This is an optimization exercise on Yosys and OpenROAD, whose aim is small area, not a production implementation. Only simulation tests tie the RTL to the original design; equivalence was not proved. Power figures rest on the tool's default switching activity, not on a simulated workload.

===== flow/flow/run.sh =====
#!/bin/bash
# Own layout flow: the standard ORFS flow (standard.sh), changed only in how the
# layout is made:
#  1. ABC maps the standard synthesis's logic with an area script (flow/area.abc)
#     instead of ORFS's speed script, which buffers and upsizes. Every other synthesis
#     step, the registers and their names are those of synth_recipe.tcl.
#  2. Every port still gets a buffer, but a sky130_fd_sc_hd__buf_1.
#  3. CTS inserts no dummy loads; its buffer list and clustering are set below.
# Each tool's full output stays in orfs/logs/ (one log per step); make's output is in
# flow.log.
set -euo pipefail
W=$PWD
F=$W/flow
{ head -n 1 synth_recipe.tcl; cat "$F/abc_proc.tcl"; tail -n +2 synth_recipe.tcl; } > my_synth.tcl
sed "s#$W/synth_recipe.tcl#$W/my_synth.tcl#" standard.sh > my_standard.sh
grep -q my_synth.tcl my_standard.sh
export MY_ABC_SCRIPT=$F/area.abc
export BUFFER_PORTS_ARGS="-buffer_cell sky130_fd_sc_hd__buf_1"
export CTS_ARGS="-sink_clustering_enable -repair_clock_nets -dont_use_dummy_load -buf_list sky130_fd_sc_hd__clkbuf_8 -sink_clustering_size 20 -sink_clustering_max_diameter 90"
bash my_standard.sh > flow.log 2>&1

===== flow/flow/abc_proc.tcl =====
# Map with an area-oriented ABC script instead of ORFS's (which buffers and upsizes for speed).
proc abc {args} {
  set out {}
  set skip 0
  foreach a $args {
    if {$skip} { set skip 0; continue }
    if {$a eq "-script" || $a eq "-D"} { set skip 1; continue }
    lappend out $a
  }
  yosys abc -script $::env(MY_ABC_SCRIPT) {*}$out
}

===== flow/standard.sh =====
#!/bin/bash
# synth_recipe.tcl (not shown) runs the flow's synth.tcl, then flattens the netlist and writes it again
# the make line also repeats each setting of config.mk as NAME=value (left out here)
make -C /OpenROAD-flow-scripts/flow DESIGN_CONFIG=/design/flow/config.mk WORK_HOME=/design/flow/orfs CLKGATE_MAP_FILE= SYNTH_SCRIPT=/design/flow/synth_recipe.tcl "${@:-finish}"

===== flow/constraint.sdc =====
create_clock -name core_clock -period 6.5 [get_ports {clk}]
set_input_delay 1.3000 -clock core_clock [delete_from_list [all_inputs] [get_ports {clk}]]
set_output_delay 1.3000 -clock core_clock [all_outputs]
set_load 0.01 [all_outputs]

===== flow/config.mk =====
export PLATFORM = sky130hd
export DESIGN_NAME = crc_frame_enc
export DESIGN_NICKNAME = crc_frame_enc
export VERILOG_FILES = /design/flow/design.v
export SDC_FILE = /design/flow/constraint.sdc
export NUM_CORES = 4
export LEC_CHECK = 0
export CAP_MARGIN = 20
export CORE_MARGIN = 2
export CORE_UTILIZATION = 60
export PLACE_DENSITY = 0.7
export SLEW_MARGIN = 20

===== flow/design.v =====
module crc_frame_enc (
    input  wire        clk,
    input  wire        rst,         
    input  wire        cmd_valid,
    output wire        cmd_ready,
    input  wire [15:0] cmd,
    output wire        rsp_valid,
    output wire [2:0]  rsp_kind,
    output wire [63:0] rsp_data
);
    localparam integer RL = 528;            
    localparam [3:0] T_OK    = 4'd0;
    localparam [3:0] T_VAL16 = 4'd1;
    localparam [3:0] T_BOOL  = 4'd2;
    localparam [3:0] T_END   = 4'd4;
    localparam [3:0] T_STAT  = 4'd5;
    localparam [1:0] PH_LOAD  = 2'd0;
    localparam [1:0] PH_EMIT  = 2'd1;
    localparam [1:0] PH_DONE  = 2'd2;
    localparam [1:0] PH_FAULT = 2'd3;
    localparam [1:0] M_IDLE = 2'd0;
    localparam [1:0] M_RUN  = 2'd1;         
    localparam [1:0] M_SCAN = 2'd2;         
    localparam [1:0] M_BOOT = 2'd3;         
    reg [RL-1:0] ring;                      
    reg [15:0]   crc;                       
    reg [9:0]    p;
    reg          par;                       
    reg [6:0]    cnt;                       
    reg          slotv, slotb, cksv;
    reg [2:0]    err;                       
    reg [1:0]    mode;
    reg          f;                         
    reg          al;                        
    reg          nz;                        
    reg          rv;                        
    reg [3:0]    rt;
    wire [6:0] wp   = cksv ? 7'd64 : cnt;
    wire [3:0] seq  = cksv ? cnt[3:0] : 4'd0;
    wire       wp64 = cksv | cnt[6];
    wire [3:0] sq   = cnt[3:0];                 
    wire       repv = cksv & (sq != 4'd0);
    wire [7:0] op  = cmd[15:8];
    wire [7:0] opr = cmd[7:0];
    wire       oz  = (opr == 8'h00);
    wire is_rst   = (op == 8'h01);
    wire is_stat  = (op == 8'h02);
    wire is_init  = (op == 8'h10);
    wire is_upd   = (op == 8'h11);
    wire is_rd    = (op == 8'h12);
    wire is_chk   = (op == 8'h13);
    wire is_new   = (op == 8'h20);
    wire is_push  = (op == 8'h21);
    wire is_slot  = (op == 8'h22);
    wire is_start = (op == 8'h23);
    wire is_next  = (op == 8'h24);
    wire nfmt     = is_rst | is_stat | is_init | is_rd | is_chk | is_new | is_start | is_next;
    wire illegal  = ~(nfmt | is_upd | is_push | is_slot) | (nfmt & ~oz);
    wire ph_fault = (err != 3'd0);
    wire sq10     = (sq == 4'd10);
    wire ph_load  = ~ph_fault & ~cksv;
    wire ph_emit  = ~ph_fault & cksv & ~sq10;
    wire ph_done  = ~ph_fault & cksv & sq10;
    wire [1:0] phase = ph_fault ? PH_FAULT : ph_done ? PH_DONE : cksv ? PH_EMIT : PH_LOAD;
    wire slot_ok   = (opr == 8'd1) | (opr == 8'd2);
    wire f_seq  = ~illegal & (((is_push | is_slot) & ~ph_load) |
                              (is_start & (ph_fault | (wp64 & ~slotv))) |
                              (is_next & (ph_load | ph_fault)));
    wire f_len  = ~illegal & ((is_push & ph_load & wp64) | (is_start & ~ph_fault & ~wp64));
    wire f_slot = ~illegal & is_slot & ph_load & ~slot_ok;
    wire [2:0] code = {illegal, f_len | f_seq, f_slot | f_seq};
    wire fault     = (code != 3'd0);
    wire push_ok   = is_push & ph_load & ~cnt[6];
    wire start_ok  = is_start & ~fault;
    wire next_emit = is_next & ~fault & ph_emit;
    wire init16    = (is_init | is_rst) & oz;   
    wire ser16     = init16 | start_ok;          
    wire ser       = ser16 | is_upd | push_ok;   
    wire       idle   = (mode == M_IDLE);
    wire       run    = (mode == M_RUN);
    wire       scan   = (mode == M_SCAN);
    wire       boot   = (mode == M_BOOT);
    wire       p_last = p[9] & p[3] & (p[2:0] == 3'd7);    
    wire [9:0] p_nx   = p_last ? 10'd0 : p + 10'd1;
    wire [2:0] bi     = p[2:0];
    wire       b0     = (bi == 3'd0);
    wire       b7     = (bi == 3'd7);
    wire       n0     = b0 & ~p[3];             
    wire       n15    = b7 & p[3];              
    wire       k0     = b0 & (p[3] == par);     
    wire       k15    = b7 & (p[3] != par);     
    wire       p512   = p[9] & n0;
    wire       alnext = b7 & ((p[9:3] + {3'b000, sq} + 7'd1) == {sq, 3'b000}) | (p_last & (sq == 4'd0));
    wire       fin    = run & p_last;
    wire begin_ser = cmd_valid &
        ((idle & ((is_upd & k0) | (push_ok & b0 & (p[9:3] == cnt)) | (init16 & n0))) |
         ((idle | run) & start_ok & p512));
    wire act   = f | begin_ser;
    wire endp  = ser16 ? n15 : b7;
    wire opbit = opr[bi];
    assign cmd_ready = idle ? (ser ? (f & endp) :
                               (is_rd | is_chk) ? k15 :
                               next_emit ? alnext : 1'b1)
                            : (fin & ((f & is_start) | (is_next & oz)));
    wire acc = cmd_valid & cmd_ready & ~rst;
    wire [55:0] win;
    genvar gi;
    generate
        for (gi = 0; gi < 56; gi = gi + 1) begin : g_win
            assign win[gi] = ring[RL-1-gi];
        end
    endgenerate
    wire tap    = ring[RL-1];
    wire last9  = (sq == 4'd9);
    wire [6:0] pb = p[9:3];
    wire bnd = b0 & ((pb == 7'd0) | (pb == 7'd7) | (pb == 7'd14) | (pb == 7'd21) | (pb == 7'd28) |
                     (pb == 7'd35) | (pb == 7'd42) | (pb == 7'd49) | (pb == 7'd56) | (pb == 7'd63));
    wire rep    = scan & al & ((sq == 4'd0) | last9 | nz);
    wire rn     = rep & ~last9;
    wire r9     = rep & last9;
    wire        cks_out = run & p[9];                   
    wire        fill    = boot | (act & ser16);         
    wire        stp     = (act & is_upd) | (run & ~p[9]);
    wire        dbit    = run ? tap : opbit;
    wire        j       = stp & (crc[0] ^ dbit);
    wire [15:0] crc_nx;
    assign crc_nx[15]   = fill | (crc[0] ^ (stp & dbit));
    assign crc_nx[14:11] = crc[15:12];
    assign crc_nx[10]   = crc[11] ^ j;
    assign crc_nx[9:4]  = crc[10:5];
    assign crc_nx[3]    = crc[4] ^ j;
    assign crc_nx[2:0]  = crc[3:1];
    always @(posedge clk) begin
        ring <= {ring[RL-2:0], (act & is_push) ? opbit : cks_out ? crc[0] : tap};
        crc  <= crc_nx;
        nz   <= ring[RL-57] | (nz & ~bnd);
    end
    always @(posedge clk) begin
        if (rst) begin
            p     <= 10'd0;
            par   <= 1'b0;
            cnt   <= 7'd0;
            slotv <= 1'b0;
            slotb <= 1'b0;
            cksv  <= 1'b0;
            err   <= 3'd0;
            mode  <= M_BOOT;
            f     <= 1'b0;
            al    <= 1'b0;
            rv    <= 1'b0;
            rt    <= T_OK;
        end else begin
            p  <= p_nx;
            f  <= act & ~endp;
            al <= alnext | fin;
            rv <= 1'b0;
            rt <= T_OK;
            if (boot & n15)
                mode <= M_IDLE;
            if (fin) begin
                mode  <= M_IDLE;
                cksv  <= 1'b1;
                cnt   <= 7'd0;
            end
            if (acc & fin) begin
                if (is_start) begin
                    mode <= M_RUN;
                    par  <= 1'b0;
                end else
                    mode <= M_SCAN;
            end
            if (acc & ~fin) begin
                rv <= ~(start_ok | next_emit);
                if (fault) begin
                    rt <= {1'b1, code};
                    if (!ph_fault)
                        err <= code;
                end else begin
                    if (is_stat) rt <= T_STAT;
                    if (is_rd)   rt <= T_VAL16;
                    if (is_chk)  rt <= T_BOOL;
                    if (is_next & ph_done) rt <= T_END;
                    if (is_upd)  par <= ~par;
                    if (is_rst | is_new) begin
                        cnt   <= 7'd0;
                        slotv <= 1'b0;
                        cksv  <= 1'b0;
                        err   <= 3'd0;
                    end
                    if (is_push) cnt <= cnt + 7'd1;
                    if (is_slot) begin
                        slotv <= 1'b1;
                        slotb <= opr[1];
                    end
                    if (is_start) begin
                        mode <= M_RUN;
                        par  <= 1'b0;
                    end
                    if (next_emit) mode <= M_SCAN;
                end
            end
            if (scan & al) begin
                cnt <= cnt + 7'd1;
                if (rep)
                    mode <= M_IDLE;
            end
        end
    end
    wire sel_val  = (rt == T_VAL16);
    wire sel_bool = (rt == T_BOOL);
    wire sel_stat = (rt == T_STAT);
    wire sel_flt  = rt[3];
    wire [31:0] stat_word = {12'd0, seq, 1'b0, wp, repv, cksv, slotv, err, phase};
    assign rsp_valid = rv | rep | fin;    
    assign rsp_kind  = rep ? 3'd3 : sel_flt ? 3'd6 : rt[2:0];
    assign rsp_data[63:56] = rep ? {4'b1000, sq} : 8'h00;
    assign rsp_data[55:32] = rn ? win[55:32] : 24'd0;
    assign rsp_data[31:16] = (rn ? win[31:16] : 16'd0)
                           | (r9 ? win[23:8] : 16'd0)
                           | (sel_stat ? stat_word[31:16] : 16'd0);
    assign rsp_data[15:8]  = (rn ? win[15:8] : 8'd0)
                           | (r9 ? {2'b00, 2'b11, slotb, 3'b000} : 8'd0)
                           | (sel_val ? crc[15:8] : 8'd0)
                           | (sel_stat ? stat_word[15:8] : 8'd0);
    assign rsp_data[7:0]   = (rep ? win[7:0] : 8'd0)
                           | (sel_val ? crc[7:0] : 8'd0)
                           | (sel_stat ? stat_word[7:0] : 8'd0)
                           | (sel_bool ? {7'd0, crc == 16'hF0B8} : 8'd0)
                           | (sel_flt ? {5'd0, rt[2:0]} : 8'd0);
endmodule

===== flow/flow/area.abc =====
strash
&get -n
&deepsyn -T 20
&put
strash
&get -n
&dch -f
&nf -R 1000
&put

==> metrics.md, run 1 <==
| Metric | Value |
|---|---|
| Result of the run | complete, no violations |
| Slew headroom | 29.9% |
| Antenna violations before repair | 0 |
| #FFs+latches synth | 578 |
| Detailed-placement wirelength estimate | 11.9 mm |
| Maximum resistive drop on vdd | between 0.2 and 0.25 mV |
| Vertical die dimension | 156 µm |
| Remaining design rule violation count | 0 |
| Layout Nets | 1088 |
| Top routing layer in use | met4 |
| Number of buffers on the longest clock path | 3 |
| Ports | 88 |
| Worst setup path class | input pin to output port |
| Slew Viols, Final | 0 |
| Htree depth | 2 |
| Highest-count cells in the layout ignoring fill and taps | sky130_fd_sc_hd__dfxtp_1, sky130_fd_sc_hd__buf_1, sky130_fd_sc_hd__nor2_1, sky130_fd_sc_hd__nand2_1, sky130_fd_sc_hd__clkbuf_8 |
| Power, Total | 4.97 mW |
| Setup skew after layout | 0.0309 ns |
| Placed Instance Area | 0.0145 mm² |
| First-pass GRT wire length | 31.0 mm |
| Met2 wirelength from detailed routing | 7.00 mm |
| Final hold vios | 0 |
| Global placer's final weighted congestion | 0.945 |
| Total of warnings raised by yosys | 1 |
| Unrepaired setup endpoints after global routing | no |
| Arr. time, crit path | 4.42 ns |
| Die area | 0.0243 mm² |
| Core footprint | 0.0226 mm² |
| Clock latency at the later pin of the worst-skew pair | 0.54 ns |
| Signed area change from the synthesized netlist to the final layout | 8.22% |
| Number of cells produced by synthesis | approximately 940 |
| Initial core utilization | between 60% and 70% |
| Commonest non-fill, non-tap cell in the layout | sky130_fd_sc_hd__dfxtp_1 |
| Power density of the placed cells | 332 mW/mm² |
| Remaining Overflow, GRT | 0 |
| Number of global-route vias before repair | 6154 |
| Post-synthesis cell area | 0.0138 mm² |
| Post-layout instance area | 0.0150 mm² |
| Number of buffers inserted for hold repair after clock tree synthesis | 0 |
| Portion of the post-synthesis area used by sequential elements | 83.7% |
| TritonCTS clock tree | done |
| Time the worst path needs with I/O delays and setup | approximately 5.7 ns |
| First-pass iteration count of the detailed router | 5 |
| Type of the most critical hold path | register to register |
| Mean instance size in the synthesized netlist | 14.7 µm² |
| Synth Flop Type | sky130_fd_sc_hd__dfxtp_1 |
| Length of routed wiring on met1 | 10.4 mm |
| Maximum number of pins on one net before global-route repair | 47 |
| Max-capacitance violation count | 0 |
| Post-synth cell types | 51 |
| Number of synthesized flops with an enable pin | 0 |
| Max Clock Freq | between 150 and 200 MHz |
| # Post-CTS Setup Buffers | 0 |
| CP Capture Type | output port |
| Clock transition time at the flip-flop clock pins of the worst setup and hold paths | 0.11 ns |
| Floorplan die width | 156 µm |
| Number of inserted diodes | 0 |
| Clk sinks | 578 |
| Slew of the pin with the lowest slew margin | slightly above 1 ns |
| Leakage power figure | 5.81 nW |
| Largest driver fanout on the critical path | 8 |
| Wire length reported by the detailed router | between 15 and 20 mm |
| Total met3 wirelength after detailed routing | 1.08 mm |
| Core Rows | 55 |
| Wire per inst | between 10 and 15 µm |
| Via count | around 6600 |
| Final count of negative-setup-slack endpoints | 0 |
| Number of gates given a new drive strength after cts | 0 |
| Clock root cell | sky130_fd_sc_hd__clkbuf_8 |
| Global router's overall resource usage | 15.9% |
| WP data required | 5.20 ns |
| Post-route ant nets | 0 |
| Fraction of final layout cells sized beyond drive strength 1 | roughly 3.7% |
| CTS Buf Count | 34 |
| Share of synthesized flip-flops with an asynchronous set or reset | 0% |
| Worst Setup Start Kind | input pin |
| Count of buffers from port buffering | 84 |
| Setup Total Neg Slack | 0 ns |
| Detailed Route Iter0 Violations | between 400 and 500 |
| Portion of the clock cycle consumed by the worst path in the final layout | 88.0% |
| R2r setup slk | 1.70 ns |
| Mean number of vias per cell | 4.90 |
## worst max-delay path, cell delays in order
cell	delay [ns]
sky130_fd_sc_hd__buf_1	0.23
sky130_fd_sc_hd__nand2b_1	0.11
sky130_fd_sc_hd__nor4_1	0.52
sky130_fd_sc_hd__nand2_1	0.38
sky130_fd_sc_hd__a21oi_1	0.22
sky130_fd_sc_hd__nor4b_1	0.13
sky130_fd_sc_hd__nor3_1	0.33
sky130_fd_sc_hd__clkinv_1	0.18
sky130_fd_sc_hd__nor2_1	0.21
sky130_fd_sc_hd__nor2_1	0.10
sky130_fd_sc_hd__nand2_1	0.10
sky130_fd_sc_hd__nand2_1	0.07
sky130_fd_sc_hd__a32o_1	0.21
sky130_fd_sc_hd__a22o_1	0.19
sky130_fd_sc_hd__buf_1	0.14
## logic make-up after synthesis
kind of cell,Yosys count,share of synthesized area (%)
flops,578,83.7
simple gates,186,6.88
compound gates,105,5.62
buf+inv,34,1.03
xor+xnor,17,1.08
fa+ha+maj,11,0.996
mux,6,0.616
other cells,1,0.0271
## final cells by class
class                           instances  area (µm²)
Fill cell                            1667        7690
Timing Repair Buffer                   86         330
Inverter                               30         113
Tap cell                              285         357
Sequential cell                       578       11600
Multi-Input combinational cell        328        2110
Clock buffer                           34         468
## cells in the mapped netlist, types with 5 or more instances
cell                       count  area [µm²]
sky130_fd_sc_hd__xnor2_1      10        87.6
sky130_fd_sc_hd__a22o_1       19         166
sky130_fd_sc_hd__nor2b_1       5        31.3
sky130_fd_sc_hd__nor2_1       42         158
sky130_fd_sc_hd__ha_1         11         138
sky130_fd_sc_hd__a21oi_1      18        90.1
sky130_fd_sc_hd__a222oi_1     13         130
sky130_fd_sc_hd__clkinv_1     30         113
sky130_fd_sc_hd__nand2b_1      9        56.3
sky130_fd_sc_hd__and2_0       28         175
sky130_fd_sc_hd__and3_1        7        43.8
sky130_fd_sc_hd__xor2_1        7        61.3
sky130_fd_sc_hd__a31oi_1       7        43.8
sky130_fd_sc_hd__nand2_1      36         135
sky130_fd_sc_hd__dfxtp_1     578       11600
sky130_fd_sc_hd__nor3_1       23         115
sky130_fd_sc_hd__nand3_1      13        65.1
sky130_fd_sc_hd__o21ai_0      17        85.1
## registers in the layout, indices dropped and copies added (netlist names), 2 cells and up
name  count
ring    528
crc      16
p        10
cnt       7
rt        4
err       3
mode      2
## power breakdown
part | switching, mW | internal, mW | leakage, nW
Clock | 0.919 | 0.477 | 0.244
Combinational | 0.0170 | 0.0119 | 0.906
Sequential | 0.00403 | 3.54 | 4.66
## stage by stage
| stage | hold slack, ns | std cells | setup slack (ns) | util [%] |
|---|---|---|---|---|
| finish | 0.317 | 1341 | 0.781 | 66.0 |
| detailed placement | 0.312 | 1307 | 0.746 | 64.0 |
| global route | 0.323 | 1341 | 0.470 | 66.0 |
| CTS | 0.321 | 1341 | 0.894 | 66.0 |
| global placement | 0.311 | 1307 | 0.933 | 64.0 |
| floorplan | 0.310 | 940 | 1.62 | - |
## per-layer routing
metal  GRT usage, %  vias up
met5              0        -
met4           5.29        0
met3           3.28       41
met2           21.0      194
met1           25.7     2984
li1               -     3356
## worst paths after layout
path | from | cells after the start | endpoint
max | cmd[8] | 15 | cmd_ready
min | ring[194] | 0 | ring[195]
max reg2reg | err[2] | 21 | cnt[2]
min reg2reg | ring[194] | 0 | ring[195]
==> inputs of run 2 (changes only) <==
--- a/flow/flow/run.sh
+++ b/flow/flow/run.sh
@@ -16,5 +16,5 @@
 grep -q my_synth.tcl my_standard.sh
 export MY_ABC_SCRIPT=$F/area.abc
 export BUFFER_PORTS_ARGS="-buffer_cell sky130_fd_sc_hd__buf_1"
-export CTS_ARGS="-sink_clustering_enable -repair_clock_nets -dont_use_dummy_load -buf_list sky130_fd_sc_hd__clkbuf_8 -sink_clustering_size 20 -sink_clustering_max_diameter 90"
+export CTS_ARGS="-sink_clustering_enable -repair_clock_nets -dont_use_dummy_load -buf_list sky130_fd_sc_hd__clkbuf_8 -sink_clustering_size 22 -sink_clustering_max_diameter 70"
 bash my_standard.sh > flow.log 2>&1
==> metrics.md, run 2 <==
| Metric | Value |
|---|---|
| Floorplan die width | 156 µm (unchanged) |
| Number of buffers inserted for hold repair after clock tree synthesis | 0 (unchanged) |
| Clk sinks | 578 (unchanged) |
| Pint | 3.97 mW (-1.5%) |
| Worst setup path class | input pin to output port |
| Global routing's busiest layer | met1 |
| Core Rows | 55 (unchanged) |
| Worst hold margin | 0.289 ns (-0.0275 ns) |
| Leakage power figure | 5.78 nW (-0.50%) |
| # Post-CTS Setup Buffers | 0 (unchanged) |
| Simple logic cell fraction of the synthesized area | 6.88% (unchanged) |
| Portion of the post-synthesis area used by sequential elements | 83.7% (unchanged) |
| Maximum number of pins on one net before global-route repair | 47 (unchanged) |
| Share of synthesized flip-flops with an asynchronous set or reset | 0% (unchanged) |
| Worst path slowest cell | sky130_fd_sc_hd__nor4_1 |
| Unrepaired setup endpoints after global routing | no |
| Ports | 88 (unchanged) |
| Max-capacitance violation count | 0 (unchanged) |
| Result of the run | complete, no violations |
| Power density of the placed cells | 329 mW/mm² (-0.95%) |
| Hold path start | ring[194] |
| Most instantiated library cell after synthesis | sky130_fd_sc_hd__dfxtp_1 |
| Number of synthesized flops with an enable pin | 0 (unchanged) |
| Maximum resistive drop on vdd | 0.244 mV (-0.57%) |
| Final hold vios | 0 (unchanged) |
| Clock latency at the later pin of the worst-skew pair | 0.61 ns (+0.07 ns) |
| Sequence of cells on the critical path | buf_1 > nand2b_1 > nor4_1 > nand2_1 > a21oi_1 > nor4b_1 > nor3_1 > clkinv_1 > nor2_1 > nor2_1 > nand2_1 > nand2_1 > a32o_1 > a22o_1 > buf_1 |
| Final count of negative-setup-slack endpoints | 0 (unchanged) |
| Setup Total Neg Slack | 0 ns (unchanged) |
| Via count | 6549 (-0.40%) |
| Total of warnings raised by yosys | 1 (unchanged) |
| Share of synthesized cell area in full adder, half adder and majority cells | 0.996% (unchanged) |
| Yosys top cell area share | 83.7% (unchanged) |
| Number of cells traversed by the worst hold path | 0 (unchanged) |
| #FFs+latches synth | 578 (unchanged) |
| Portion of the clock cycle consumed by the worst path in the final layout | 87.7% (-0.24 points) |
| Largest driver fanout on the critical path | 8 (unchanged) |
| Top cell by count, worst path | sky130_fd_sc_hd__nand2_1 |
| Grt met1 use | 25.7% (-0.038 points) |
| Layout Nets | 1084 (-0.37%) |
| Clock root cell | sky130_fd_sc_hd__clkbuf_8 |
| Type of the most critical hold path | register to register |
| Switching power | 0.934 mW (-0.66%) |
| Time the worst path needs with I/O delays and setup | 5.70 ns (-0.0156 ns) |
| Top cell type by total area after synthesis | sky130_fd_sc_hd__dfxtp_1 |
| Main area contributors after synthesis | sky130_fd_sc_hd__dfxtp_1, sky130_fd_sc_hd__and2_0, sky130_fd_sc_hd__a22o_1 |
| Detailed-placement wirelength estimate | 11.9 mm (unchanged) |
| First-pass iteration count of the detailed router | 7 (+2) |
| Vertical die dimension | 156 µm (unchanged) |
| Mean instance size in the synthesized netlist | 14.7 µm² (unchanged) |
| Mean number of vias per cell | 4.90 (about the same) |
| Sequential Power Share | 72.3% (+1.0 points) |
| R2R depth | 21 (unchanged) |
| Parity-gate share of the synthesized area counting xor and xnor cells | 1.08% (unchanged) |
| Remaining Overflow, GRT | 0 (unchanged) |
| Commonest non-fill, non-tap cell in the layout | sky130_fd_sc_hd__dfxtp_1 |
| Number of flip-flops in the largest register | 528 (unchanged) |
| Delay of the slowest critical-path stage | 0.50 ns (-0.02 ns) |
| Slew Viols, Final | 0 (unchanged) |
| Biggest regs | ring: 528 flops, crc: 16 flops, p: 10 flops |
| Post-route ant nets | 0 (unchanged) |
| Die area | 0.0243 mm² (unchanged) |
| WP data required | 5.20 ns (about the same) |
| CP Capture Type | output port |
| Slew of the pin with the lowest slew margin | 1.06 ns (+0.0254 ns) |
| Clock transition time at the flip-flop clock pins of the worst setup and hold paths | 0.11 ns (about the same) |
| Area fraction in compound gates after synthesis | 5.62% (unchanged) |
| Capture instance of the worst register-to-register path | cnt[6] |
| Signed area change from the synthesized netlist to the final layout | 7.82% |
| Cell types with the highest counts after synthesis | sky130_fd_sc_hd__dfxtp_1, sky130_fd_sc_hd__nor2_1, sky130_fd_sc_hd__nand2_1 |
| Global placer's final weighted congestion | 0.945 (unchanged) |
| Max Clock Freq | 175 MHz (+0.27%) |
| Core footprint | 0.0226 mm² (unchanged) |
| Initial core utilization | 61.0% (unchanged) |
| Synth Flop Type | sky130_fd_sc_hd__dfxtp_1 |
| Number of buffers on the longest clock path | 3 (unchanged) |
| Number of gates given a new drive strength after cts | 0 (unchanged) |
| Combinational share of power | 0.6% (about the same) |
| Post-synthesis cell area | 0.0138 mm² (unchanged) |
| Hold Path End | ring[195] |
| Fraction of final layout cells sized beyond drive strength 1 | 3.33% (-0.37 points) |
| Number of filler cells placed in the layout | 1672 (+0.30%) |
| R2r setup slk | 1.70 ns (about the same) |
| GRT met3 Usage | 3.11% (-0.17 points) |
| Startpoint of the lowest-slack register-to-register path | err[2] |
| Htree depth | 1 (-1) |
| Setup skew after layout | 0.0440 ns (+0.0132 ns) |
| Share of synthesized area spent on multiplexers | 0.616% (unchanged) |
| Number of inserted diodes | 0 (unchanged) |
| Count of buffers from port buffering | 84 (unchanged) |
| Number of global-route vias before repair | 6087 (-1.1%) |
| Number of cells produced by synthesis | 938 (unchanged) |
| Combinational family with the most area after synthesis | simple AND/OR/NAND/NOR gates |
| Placed Instance Area | 0.0145 mm² (unchanged) |
| Antenna violations before repair | 0 (unchanged) |
| Switching portion of total power | 19.0% (+0.13 points) |
| Relative contribution of the clock network to total power | 27.1% (-1.0 points) |
| Highest-count cells in the layout ignoring fill and taps | sky130_fd_sc_hd__dfxtp_1, sky130_fd_sc_hd__buf_1, sky130_fd_sc_hd__nor2_1, sky130_fd_sc_hd__nand2_1 |
| Slew headroom | 28.1% (-1.7 points) |
| Post-synth cell types | 51 (unchanged) |
| Met2 Usage GRT | 21.2% (+0.17 points) |
| CTS Buf Count | 30 (-12%) |
| Top reg by flops | ring |
| Wire per inst | 14.2 µm (+0.47%) |
| Remaining design rule violation count | 0 (unchanged) |
| Global router's overall resource usage | 15.7% (-0.11 points) |
| Arr. time, crit path | 4.40 ns (-0.02 ns) |
| Wire length reported by the detailed router | 18.9 mm (+0.17%) |
| Post-layout instance area | 0.0149 mm² (-0.37%) |
| Worst Setup Start Kind | input pin |
| First-pass GRT wire length | 31.0 mm (unchanged) |
| Detailed Route Iter0 Violations | 447 (+9.6%) |
| TritonCTS clock tree | done |
[run 2: cell counts after synthesis]
No cell type changed its count.
[run 2: cell families after synthesis]
group,Yosys count
compound gates,105
xor+xnor,17
fa+ha+maj,11
buf+inv,34
flops,578
mux,6
other cells,1
simple gates,186
[run 2: area by class of cell]
| type | instances | area, µm² | share of cell area (%) |
|---|---|---|---|
| Sequential cell | 578 | 11600 | 77.7 |
| Multi-Input combinational cell | 328 | 2110 | 14.2 |
| Clock buffer | 30 | 413 | 2.77 |
| Tap cell | 285 | 357 | 2.39 |
| Timing Repair Buffer | 86 | 330 | 2.22 |
| Inverter | 30 | 113 | 0.756 |
[run 2: worst max-delay path, delay by kind of cell]
kind | cells | cell delay, ns
buffers and inverters | 3 | 0.54
AOI/OAI and AO/OA | 3 | 0.62
and+or+nand+nor | 9 | 1.93
[run 2: power groups by stage]
stage	registers [mW]	clock network (mW)	logic, mW
finish	3.55	1.33	0.0290
global route	3.55	1.50	0.0321
floorplan	3.63	0	0.0184
CTS	3.55	1.38	0.0288
global placement	3.63	0	0.0277
detailed placement	3.63	0	0.0287
[run 2: stage by stage]
step | util (%) | std cells | setup WS [ns] | power, mW
2_1_floorplan | - | 940 | 1.62 | 3.64
3_3_place_gp | 64.0 | 1307 | 0.933 | 3.65
3_5_place_dp | 64.0 | 1307 | 0.746 | 3.66
4_1_cts | 65.8 | 1337 | 0.894 | 4.96
5_1_grt | 65.8 | 1337 | 0.470 | 5.08
6_report | 65.8 | 1337 | 0.797 | 4.90
[run 2: worst max-delay path by stage]
stage	slack, ns	endpoint	from
floorplan	1.62	cnt[1]	cmd[5]
global placement	0.93	cnt[3]	cmd[5]
CTS	0.89	cmd_ready	cmd[8]
global route	0.47	cmd_ready	cmd[8]
detailed placement	0.75	cnt[2]	cmd[8]
finish	0.80	cmd_ready	cmd[8]
[run 2: metal layers]
layer,vias to the layer above,routed length (µm)
met1,2987,10400
met5,-,0
li1,3345,-
met2,185,6990
met4,0,373
met3,32,1120
==> inputs of run 3 (changes only) <==
--- a/flow/design.v
+++ b/flow/design.v
@@ -43,17 +43,20 @@
     wire [7:0] op  = cmd[15:8];
     wire [7:0] opr = cmd[7:0];
     wire       oz  = (opr == 8'h00);
-    wire is_rst   = (op == 8'h01);
-    wire is_stat  = (op == 8'h02);
-    wire is_init  = (op == 8'h10);
-    wire is_upd   = (op == 8'h11);
-    wire is_rd    = (op == 8'h12);
-    wire is_chk   = (op == 8'h13);
-    wire is_new   = (op == 8'h20);
-    wire is_push  = (op == 8'h21);
-    wire is_slot  = (op == 8'h22);
-    wire is_start = (op == 8'h23);
-    wire is_next  = (op == 8'h24);
+    wire h0 = (op[7:4] == 4'h0), h1 = (op[7:4] == 4'h1), h2 = (op[7:4] == 4'h2);
+    wire l0 = (op[3:0] == 4'h0), l1 = (op[3:0] == 4'h1), l2 = (op[3:0] == 4'h2);
+    wire l3 = (op[3:0] == 4'h3), l4 = (op[3:0] == 4'h4);
+    wire is_rst   = h0 & l1;
+    wire is_stat  = h0 & l2;
+    wire is_init  = h1 & l0;
+    wire is_upd   = h1 & l1;
+    wire is_rd    = h1 & l2;
+    wire is_chk   = h1 & l3;
+    wire is_new   = h2 & l0;
+    wire is_push  = h2 & l1;
+    wire is_slot  = h2 & l2;
+    wire is_start = h2 & l3;
+    wire is_next  = h2 & l4;
     wire nfmt     = is_rst | is_stat | is_init | is_rd | is_chk | is_new | is_start | is_next;
     wire illegal  = ~(nfmt | is_upd | is_push | is_slot) | (nfmt & ~oz);
     wire ph_fault = (err != 3'd0);
--- a/flow/flow/run.sh
+++ b/flow/flow/run.sh
@@ -16,5 +16,5 @@
 grep -q my_synth.tcl my_standard.sh
 export MY_ABC_SCRIPT=$F/area.abc
 export BUFFER_PORTS_ARGS="-buffer_cell sky130_fd_sc_hd__buf_1"
-export CTS_ARGS="-sink_clustering_enable -repair_clock_nets -dont_use_dummy_load -buf_list sky130_fd_sc_hd__clkbuf_8 -sink_clustering_size 22 -sink_clustering_max_diameter 70"
+export CTS_ARGS="-sink_clustering_enable -repair_clock_nets -dont_use_dummy_load -buf_list sky130_fd_sc_hd__clkbuf_8 -sink_clustering_size 20 -sink_clustering_max_diameter 90"
 bash my_standard.sh > flow.log 2>&1
==> metrics.md, run 3 <==
| Metric | Value |
|---|---|
| Result of the run | complete, no violations |
| Remaining Overflow, GRT | 0 (unchanged) |
| Via count | 6693 (+2.2%) |
| Slew of the pin with the lowest slew margin | 0.845 ns (-0.218 ns) |
| Floorplan die width | 155 µm (-0.17%) |
| Global placer's final weighted congestion | 0.892 (-5.7%) |
| Cell types with the highest counts after synthesis | sky130_fd_sc_hd__dfxtp_1, sky130_fd_sc_hd__nor2_1, sky130_fd_sc_hd__nand2_1 |
| Final hold vios | 0 (unchanged) |
| Antenna violations before repair | 0 (unchanged) |
| Time the worst path needs with I/O delays and setup | 5.51 ns (-0.197 ns) |
| Main area contributors after synthesis | sky130_fd_sc_hd__dfxtp_1, sky130_fd_sc_hd__and2_0, sky130_fd_sc_hd__nor2_1 |
| First-pass GRT wire length | 32.1 mm (+3.4%) |
| Post-route ant nets | 0 (unchanged) |
| Synth Flop Type | sky130_fd_sc_hd__dfxtp_1 |
| Share of synthesized flip-flops with an asynchronous set or reset | 0% (unchanged) |
| Largest driver fanout on the critical path | 8 (unchanged) |
| Slew Viols, Final | 0 (unchanged) |
| Mean instance size in the synthesized netlist | 14.7 µm² (-0.24%) |
| Number of filler cells placed in the layout | 1633 (-2.3%) |
| Max Clock Freq | 182 MHz (+3.6%) |
| Wire length reported by the detailed router | 19.5 mm (+2.9%) |
| Number of cells produced by synthesis | 937 (-0.11%) |
| Detailed Route Iter0 Violations | 517 (+16%) |
| Top reg by flops | ring |
| Portion of the post-synthesis area used by sequential elements | 84.0% (+0.29 points) |
| Initial core utilization | 61.0% (about the same) |
| CP Capture Type | output port |
| Top cell type by total area after synthesis | sky130_fd_sc_hd__dfxtp_1 |
| Number of gates given a new drive strength after cts | 0 (unchanged) |
| Worst Setup Start Kind | input pin |
| Number of flip-flops in the largest register | 528 (unchanged) |
| Number of inserted diodes | 0 (unchanged) |
| Mean number of vias per cell | 4.99 (+2.0%) |
| First-pass iteration count of the detailed router | 8 (+1) |
| Wire per inst | 14.5 µm (+2.7%) |
| Fraction of final layout cells sized beyond drive strength 1 | 3.70% (+0.37 points) |
| Number of synthesized flops with an enable pin | 0 (unchanged) |
| Htree depth | 2 (+1) |
| Core Rows | 55 (unchanged) |
| Utilization after layout | 66.0% (+0.23 points) |
| Setup Total Neg Slack | 0 ns (unchanged) |
| Power density of the placed cells | 334 mW/mm² (+1.4%) |
| Global router's overall resource usage | 16.5% (+0.73 points) |
| Arr. time, crit path | 4.21 ns (-0.19 ns) |
| Final instance count without filler cells | 1340 (+0.22%) |
| Count of buffers from port buffering | 84 (unchanged) |
| Worst setup path class | input pin to output port |
| Unrepaired setup endpoints after global routing | no |
| Core footprint | 0.0226 mm² (-0.30%) |
| Final count of negative-setup-slack endpoints | 0 (unchanged) |
| Post-synth cell types | 51 (unchanged) |
| Max-capacitance violation count | 0 (unchanged) |
| Detailed-placement wirelength estimate | 12.0 mm (+1.1%) |
| Total of warnings raised by yosys | 1 (unchanged) |
| Number of buffers inserted for hold repair after clock tree synthesis | 0 (unchanged) |
| Setup skew after layout | 0.0232 ns (-0.0209 ns) |
| Clock root cell | sky130_fd_sc_hd__clkbuf_8 |
| Number of global-route vias before repair | 6269 (+3.0%) |
| Remaining design rule violation count | 0 (unchanged) |
| Clock transition time at the flip-flop clock pins of the worst setup and hold paths | 0.11 ns (about the same) |
| Maximum number of pins on one net before global-route repair | 47 (unchanged) |
| CTS Buf Count | 34 (+13%) |
| Power, Total | 4.98 mW (+1.5%) |
| Highest-count cells in the layout ignoring fill and taps | sky130_fd_sc_hd__dfxtp_1, sky130_fd_sc_hd__buf_1, sky130_fd_sc_hd__nor2_1, sky130_fd_sc_hd__nand2_1, sky130_fd_sc_hd__clkbuf_8 |
| #FFs+latches synth | 578 (unchanged) |
| Vertical die dimension | 155 µm (-0.17%) |
| WP data required | 5.20 ns (about the same) |
| Clk sinks | 578 (unchanged) |
| Leakage power figure | 5.81 nW (+0.54%) |
| TritonCTS clock tree | done |
| Number of buffers on the longest clock path | 3 (unchanged) |
| Post-synthesis cell area | 0.0138 mm² (-0.34%) |
| # Post-CTS Setup Buffers | 0 (unchanged) |
| Biggest regs | ring: 528 flops, crc: 16 flops, p: 10 flops |
| Cells after DPL | 1306 (-0.077%) |
| Yosys top cell area share | 84.0% (+0.29 points) |
| Slew headroom | 43.1% (+15 points) |
| Die area | 0.0242 mm² (-0.33%) |
| Most instantiated library cell after synthesis | sky130_fd_sc_hd__dfxtp_1 |
| Commonest non-fill, non-tap cell in the layout | sky130_fd_sc_hd__dfxtp_1 |
| Ports | 88 (unchanged) |
| Clock latency at the later pin of the worst-skew pair | 0.55 ns (-0.06 ns) |
| Signed area change from the synthesized netlist to the final layout | 8.25% |
| Maximum resistive drop on vdd | 0.244 mV (about the same) |
| Layout Nets | 1087 (+0.28%) |
| Type of the most critical hold path | register to register |
| Portion of the clock cycle consumed by the worst path in the final layout | 84.7% (-3.0 points) |
-- run 3: cell count changes after synthesis, sizes merged, moves of 4 or more --
cell / change
xor2: -4
clkinv: -4
a22oi: +4
or3: +5
nand2b: -6
a22o: -5
a21oi: +7
-- run 3: critical path, cell delays in order --
cell                       delay (ns)
sky130_fd_sc_hd__buf_1           0.24
sky130_fd_sc_hd__nand4b_1        0.19
sky130_fd_sc_hd__nor2_1          0.16
sky130_fd_sc_hd__a211oi_1        0.24
sky130_fd_sc_hd__nor2_1          0.07
sky130_fd_sc_hd__nor4_1          0.73
sky130_fd_sc_hd__nor3_1          0.21
sky130_fd_sc_hd__and2_0          0.29
sky130_fd_sc_hd__nor2_1          0.20
sky130_fd_sc_hd__nand2_1         0.08
sky130_fd_sc_hd__nand2_1         0.09
sky130_fd_sc_hd__a32oi_1         0.06
sky130_fd_sc_hd__o22ai_1         0.15
sky130_fd_sc_hd__buf_1           0.19
-- run 3: logic make-up after synthesis --
group	Yosys count	share of synthesized area [%]
and+or+nand+nor	195	7.33
other	1	0.0272
AOI/OAI and AO/OA	106	5.42
buffers and inverters	30	0.927
muxes	6	0.618
xor gates and xnor gates	10	0.636
DFF	578	84.0
adders and majority gates	11	1.00
-- run 3: layout make-up --
type | instances | area (µm²) | share of cell area [%]
clock buffer | 34 | 468 | 3.14
inverter | 26 | 97.6 | 0.655
multi-input combinational | 331 | 2080 | 14.0
sequential | 578 | 11600 | 77.6
tap | 285 | 357 | 2.39
timing repair buffer | 86 | 330 | 2.22
-- run 3: per-layer routing --
metal  GRT usage [%]  part of all wire, %  up-vias
met2            21.8                   38      229
met4            5.99                  2.8        0
met5               0                    0        -
met3            4.01                  6.9       47
met1            26.0                   53     3062
li1                -                    -     3355
-- run 3: per-stage QoR --
stage	hold WS [ns]	instance area [µm²]	setup slack, ns
global route	0.318	14900	0.620
detailed placement	0.312	14400	0.627
global placement	0.310	14400	0.699
floorplan	0.310	13800	1.23
CTS	0.325	14900	1.05
finish	0.326	14900	0.994
-- run 3: path summary, 6_finish.rpt --
path	start	end	slack [ns]	depth (start not counted)
worst min-delay path	ring[123]	ring[124]	0.33	0
worst max register to register	err[2]	cnt[6]	2.12	20
worst max-delay path	cmd[12]	cmd_ready	0.99	14
worst min register to register	ring[123]	ring[124]	0.33	0
-- run 3: power breakdown --
group / internal (mW) / switching, mW
Sequential: 3.54 / 0.00362
Combinational: 0.0115 / 0.0160
Clock: 0.477 / 0.929
Total: 4.03 / 0.949
==> inputs of run 4 (changes only) <==
--- a/flow/flow/run.sh
+++ b/flow/flow/run.sh
@@ -16,5 +16,5 @@
 grep -q my_synth.tcl my_standard.sh
 export MY_ABC_SCRIPT=$F/area.abc
 export BUFFER_PORTS_ARGS="-buffer_cell sky130_fd_sc_hd__buf_1"
-export CTS_ARGS="-sink_clustering_enable -repair_clock_nets -dont_use_dummy_load -buf_list sky130_fd_sc_hd__clkbuf_8 -sink_clustering_size 20 -sink_clustering_max_diameter 90"
+export CTS_ARGS="-sink_clustering_enable -repair_clock_nets -dont_use_dummy_load -buf_list sky130_fd_sc_hd__clkbuf_8 -sink_clustering_size 22 -sink_clustering_max_diameter 80"
 bash my_standard.sh > flow.log 2>&1
==> flow/flow/area.abc (replaced) <==
strash
&get -n
&deepsyn -J 100 -T 300
&put
strash
&get -n
&dch -f
&nf -R 1000
&put
--- a/flow/config.mk
+++ b/flow/config.mk
@@ -7,6 +7,6 @@
 export LEC_CHECK = 0
 export CAP_MARGIN = 20
 export CORE_MARGIN = 2
-export CORE_UTILIZATION = 60
-export PLACE_DENSITY = 0.7
+export CORE_UTILIZATION = 65
+export PLACE_DENSITY = 0.8
 export SLEW_MARGIN = 20
==> metrics.md, run 4 <==
| Metric | Value |
|---|---|
| Initial core utilization | 65.9% (+4.9 points) |
| Highest-count cells in the layout ignoring fill and taps | sky130_fd_sc_hd__dfxtp_1, sky130_fd_sc_hd__buf_1, sky130_fd_sc_hd__nand2_1, sky130_fd_sc_hd__nor2_1 |
| Number of cells traversed by the worst hold path | 0 (unchanged) |
| Slew Viols, Final | 0 (unchanged) |
| Number of global-route vias before repair | 6565 (+4.7%) |
| Portion of the post-synthesis area used by sequential elements | 84.0% (about the same) |
| Via count | 6794 (+1.5%) |
| Sequential Power Share | 72.3% (+1.1 points) |
| Total of warnings raised by yosys | 1 (unchanged) |
| Post-route ant nets | 0 (unchanged) |
| Core Rows | 53 (-3.6%) |
| Clock transition time at the flip-flop clock pins of the worst setup and hold paths | 0.12 ns (about the same) |
| Final hold vios | 0 (unchanged) |
| Worst setup path class | input pin to output port |
| Time the worst path needs with I/O delays and setup | 5.63 ns (+0.124 ns) |
| First-pass iteration count of the detailed router | 6 (-2) |
| Global placer's final weighted congestion | 0.932 (+4.5%) |
| Startpoint of the lowest-slack register-to-register path | p[3] |
| TritonCTS clock tree | done |
| Relative contribution of the clock network to total power | 27.1% (-1.1 points) |
| Post-synthesis cell area | 0.0138 mm² (about the same) |
| Remaining design rule violation count | 0 (unchanged) |
| Hold Path End | ring[199] |
| Worst slack at placement | 0.721 ns (+0.0940 ns) |
| Detailed Route Iter0 Violations | 389 (-25%) |
| Cell types with the highest counts after synthesis | sky130_fd_sc_hd__dfxtp_1, sky130_fd_sc_hd__nand2_1, sky130_fd_sc_hd__nor2_1 |
| Worst path slowest cell | sky130_fd_sc_hd__nor4b_1 |
| Signed area change from the synthesized netlist to the final layout | 7.82% |
| Ports | 88 (unchanged) |
| Fraction of final layout cells sized beyond drive strength 1 | 3.22% (-0.48 points) |
| Result of the run | complete, no violations |
| Antenna violations before repair | 0 (unchanged) |
| Power density of the placed cells | 330 mW/mm² (-1.1%) |
| Clock root cell | sky130_fd_sc_hd__clkbuf_8 |
| Hold path start | ring[198] |
| Top cell type by total area after synthesis | sky130_fd_sc_hd__dfxtp_1 |
| Number of buffers on the longest clock path | 3 (unchanged) |
| Leakage power figure | 5.75 nW (-1.1%) |
| Slew of the pin with the lowest slew margin | 0.715 ns (-0.130 ns) |
| Critical path's top delay family | simple AND/OR/NAND/NOR gates |
| Worst Setup Start Kind | input pin |
| Post-synth cell types | 50 (-2.0%) |
| Type of the most critical hold path | register to register |
| Number of inserted diodes | 0 (unchanged) |
| Unrepaired setup endpoints after global routing | no |
| Arr. time, crit path | 4.33 ns (+0.12 ns) |
| Layout Nets | 1088 (+0.092%) |
| Die area | 0.0224 mm² (-7.5%) |
| Setup Total Neg Slack | 0 ns (unchanged) |
| Worst hold margin | 0.299 ns (-0.0276 ns) |
| Core footprint | 0.0209 mm² (-7.5%) |
| WP data required | 5.20 ns (about the same) |
| Combined buffer and inverter count along the critical path | 2 (unchanged) |
| Sequence of cells on the critical path | buf_1 > nor4_1 > nand2_1 > or3_1 > nor4b_1 > nor4_1 > or3_1 > nor2_1 > nor2_1 > a32oi_1 > o22ai_1 > buf_1 |
| Portion of the clock cycle consumed by the worst path in the final layout | 86.6% (+1.9 points) |
| Number of synthesized flops with an enable pin | 0 (unchanged) |
| Yosys top cell area share | 84.0% (about the same) |
| R2r setup slk | 1.82 ns (-0.30 ns) |
| Commonest non-fill, non-tap cell in the layout | sky130_fd_sc_hd__dfxtp_1 |
| Placed Instance Area | 0.0144 mm² (about the same) |
| Count of buffers from port buffering | 84 (unchanged) |
| Combinational share of power | 0.6% (about the same) |
| Global router's overall resource usage | 18.4% (+1.9 points) |
| Floorplan die width | 150 µm (-3.8%) |
| Pint | 3.97 mW (-1.5%) |
| Clk sinks | 578 (unchanged) |
| Min setup slack post-route | 0.870 ns (-0.124 ns) |
| Switching portion of total power | 19.0% (-0.072 points) |
| Vertical die dimension | 150 µm (-3.8%) |
| Biggest regs | ring: 528 flops, crc: 16 flops, p: 10 flops |
| First-pass GRT wire length | 33.0 mm (+3.0%) |
| Largest driver fanout on the critical path | 5 (-3) |
| Final count of negative-setup-slack endpoints | 0 (unchanged) |
| Mean instance size in the synthesized netlist | 14.6 µm² (-0.44%) |
| Wire length reported by the detailed router | 20.3 mm (+4.2%) |
| Setup skew after layout | 0.0415 ns (+0.0183 ns) |
| Top reg by flops | ring |
| Maximum number of pins on one net before global-route repair | 47 (unchanged) |
| Htree depth | 1 (-1) |
| Delay of the slowest critical-path stage | 0.61 ns (-0.12 ns) |
| Remaining Overflow, GRT | 0 (unchanged) |
| Max Clock Freq | 178 MHz (-2.2%) |
| # Post-CTS Setup Buffers | 0 (unchanged) |
| Post-layout instance area | 0.0148 mm² (-0.42%) |
| Synth Flop Type | sky130_fd_sc_hd__dfxtp_1 |
| Main area contributors after synthesis | sky130_fd_sc_hd__dfxtp_1, sky130_fd_sc_hd__and2_0, sky130_fd_sc_hd__nand2_1 |
| Number of cells produced by synthesis | 941 (+0.43%) |
| Wire per inst | 15.3 µm (+4.9%) |
| CTS Buf Count | 30 (-12%) |
| Switching power | 0.931 mW (-1.9%) |
| Capture instance of the worst register-to-register path | cnt[5] |
| Maximum resistive drop on vdd | 0.213 mV (-13%) |
| Number of flip-flops in the largest register | 528 (unchanged) |
| Number of gates given a new drive strength after cts | 0 (unchanged) |
| Max-capacitance violation count | 0 (unchanged) |
| Number of buffers inserted for hold repair after clock tree synthesis | 0 (unchanged) |
| Mean number of vias per cell | 5.10 (+2.2%) |
| CP Capture Type | output port |
| Share of synthesized flip-flops with an asynchronous set or reset | 0% (unchanged) |
| Slew headroom | 51.9% (+8.7 points) |
| R2R depth | 18 (-10%) |
| Most instantiated library cell after synthesis | sky130_fd_sc_hd__dfxtp_1 |
| Detailed-placement wirelength estimate | 13.1 mm (+9.3%) |
| Clock latency at the later pin of the worst-skew pair | 0.58 ns (+0.03 ns) |
| #FFs+latches synth | 578 (unchanged) |
[run 4: layer usage]
layer | global-route usage [%] | share of wire [%]
met1 | 27.3 | 50
met2 | 28.6 | 42
met4 | 4.38 | 1.4
met3 | 2.99 | 5.8
met5 | 0 | 0
[run 4: worst max path at each step]
stage	startpoint	endpoint	slack (ns)	cells past startpoint
CTS	cmd[5]	cmd_ready	0.93	12
global placement	cmd[8]	cnt[5]	0.90	20
floorplan	cmd[5]	cnt[6]	1.51	18
finish	cmd[5]	cmd_ready	0.87	12
detailed placement	cmd[5]	cnt[0]	0.72	17
global route	cmd[5]	cmd_ready	0.61	12
[run 4: per-stage QoR]
stage | std cells | util (%) | power [mW]
3_5_place_dp | 1301 | 69.1 | 3.66
3_3_place_gp | 1301 | 69.1 | 3.65
6_report | 1331 | 71.1 | 4.90
2_1_floorplan | 943 | - | 3.64
5_1_grt | 1331 | 71.1 | 5.06
4_1_cts | 1331 | 71.1 | 4.93
[run 4: power groups by stage]
| stage | sequential, mW | clock, mW | combinational [mW] |
|---|---|---|---|
| finish | 3.54 | 1.33 | 0.0304 |
| global route | 3.55 | 1.48 | 0.0348 |
| CTS | 3.54 | 1.36 | 0.0302 |
| detailed placement | 3.63 | 0 | 0.0301 |
| global placement | 3.63 | 0 | 0.0292 |
| floorplan | 3.62 | 0 | 0.0188 |
[run 4: logic make-up after synthesis]
group	after synthesis	synth area share, %
AO/OA/AOI/OAI	117	5.94
XOR/XNOR	10	0.636
adder cells (fa/ha/maj)	11	1.00
buffers and inverters	27	0.845
flip-flops	578	84.0
multiplexers	2	0.145
other	1	0.0272
AND/OR/NAND/NOR	195	7.35
[run 4: cell type report]
cell class / instances / area [µm²]
flip-flops and latches: 578 / 11600
fillers: 1396 / 6050
multi-input cells: 338 / 2090
clock buffers: 30 / 413
well taps: 275 / 344
repair buffers: 87 / 338
inverters: 23 / 86.3

-- afterwards: timing with drivers on the ports --
In the flow no input, the clock included, has a driving cell. The finished layouts below were timed again as built, in two steps.
Step 1 (the two cells are an assumption about what drives the block):
set clk [get_ports {clk}]
set_driving_cell -lib_cell sky130_fd_sc_hd__clkbuf_16 $clk
set_driving_cell -lib_cell sky130_fd_sc_hd__buf_2 [delete_from_list [all_inputs] $clk]
Step 2 times the ports against the registers' clock, not the clock port: input delays grow and output delays shrink by t, the midpoint of the rising clock arrivals with the driver on.
Slacks: no drivers / after step 1 / after step 2; pairs: no drivers / after step 1.
| run | t, ns | setup slack, ns | worst setup path after step 2 |
|---|---|---|---|
| run 1 | 0.566 | 0.781 / 0.759 / 0.576 | input to register |
| run 2 | 0.611 | 0.797 / 0.775 / 0.601 | input to register |
| run 3 | 0.574 | 0.994 / 0.972 / 0.510 | input to register |
| run 4 | 0.603 | 0.870 / 0.851 / 0.579 | input to register |
After both steps setup and hold are still met in every run listed. The setup slack of run 3, which loses most, moves by -0.022 ns with the drivers and by -0.484 ns with both steps.
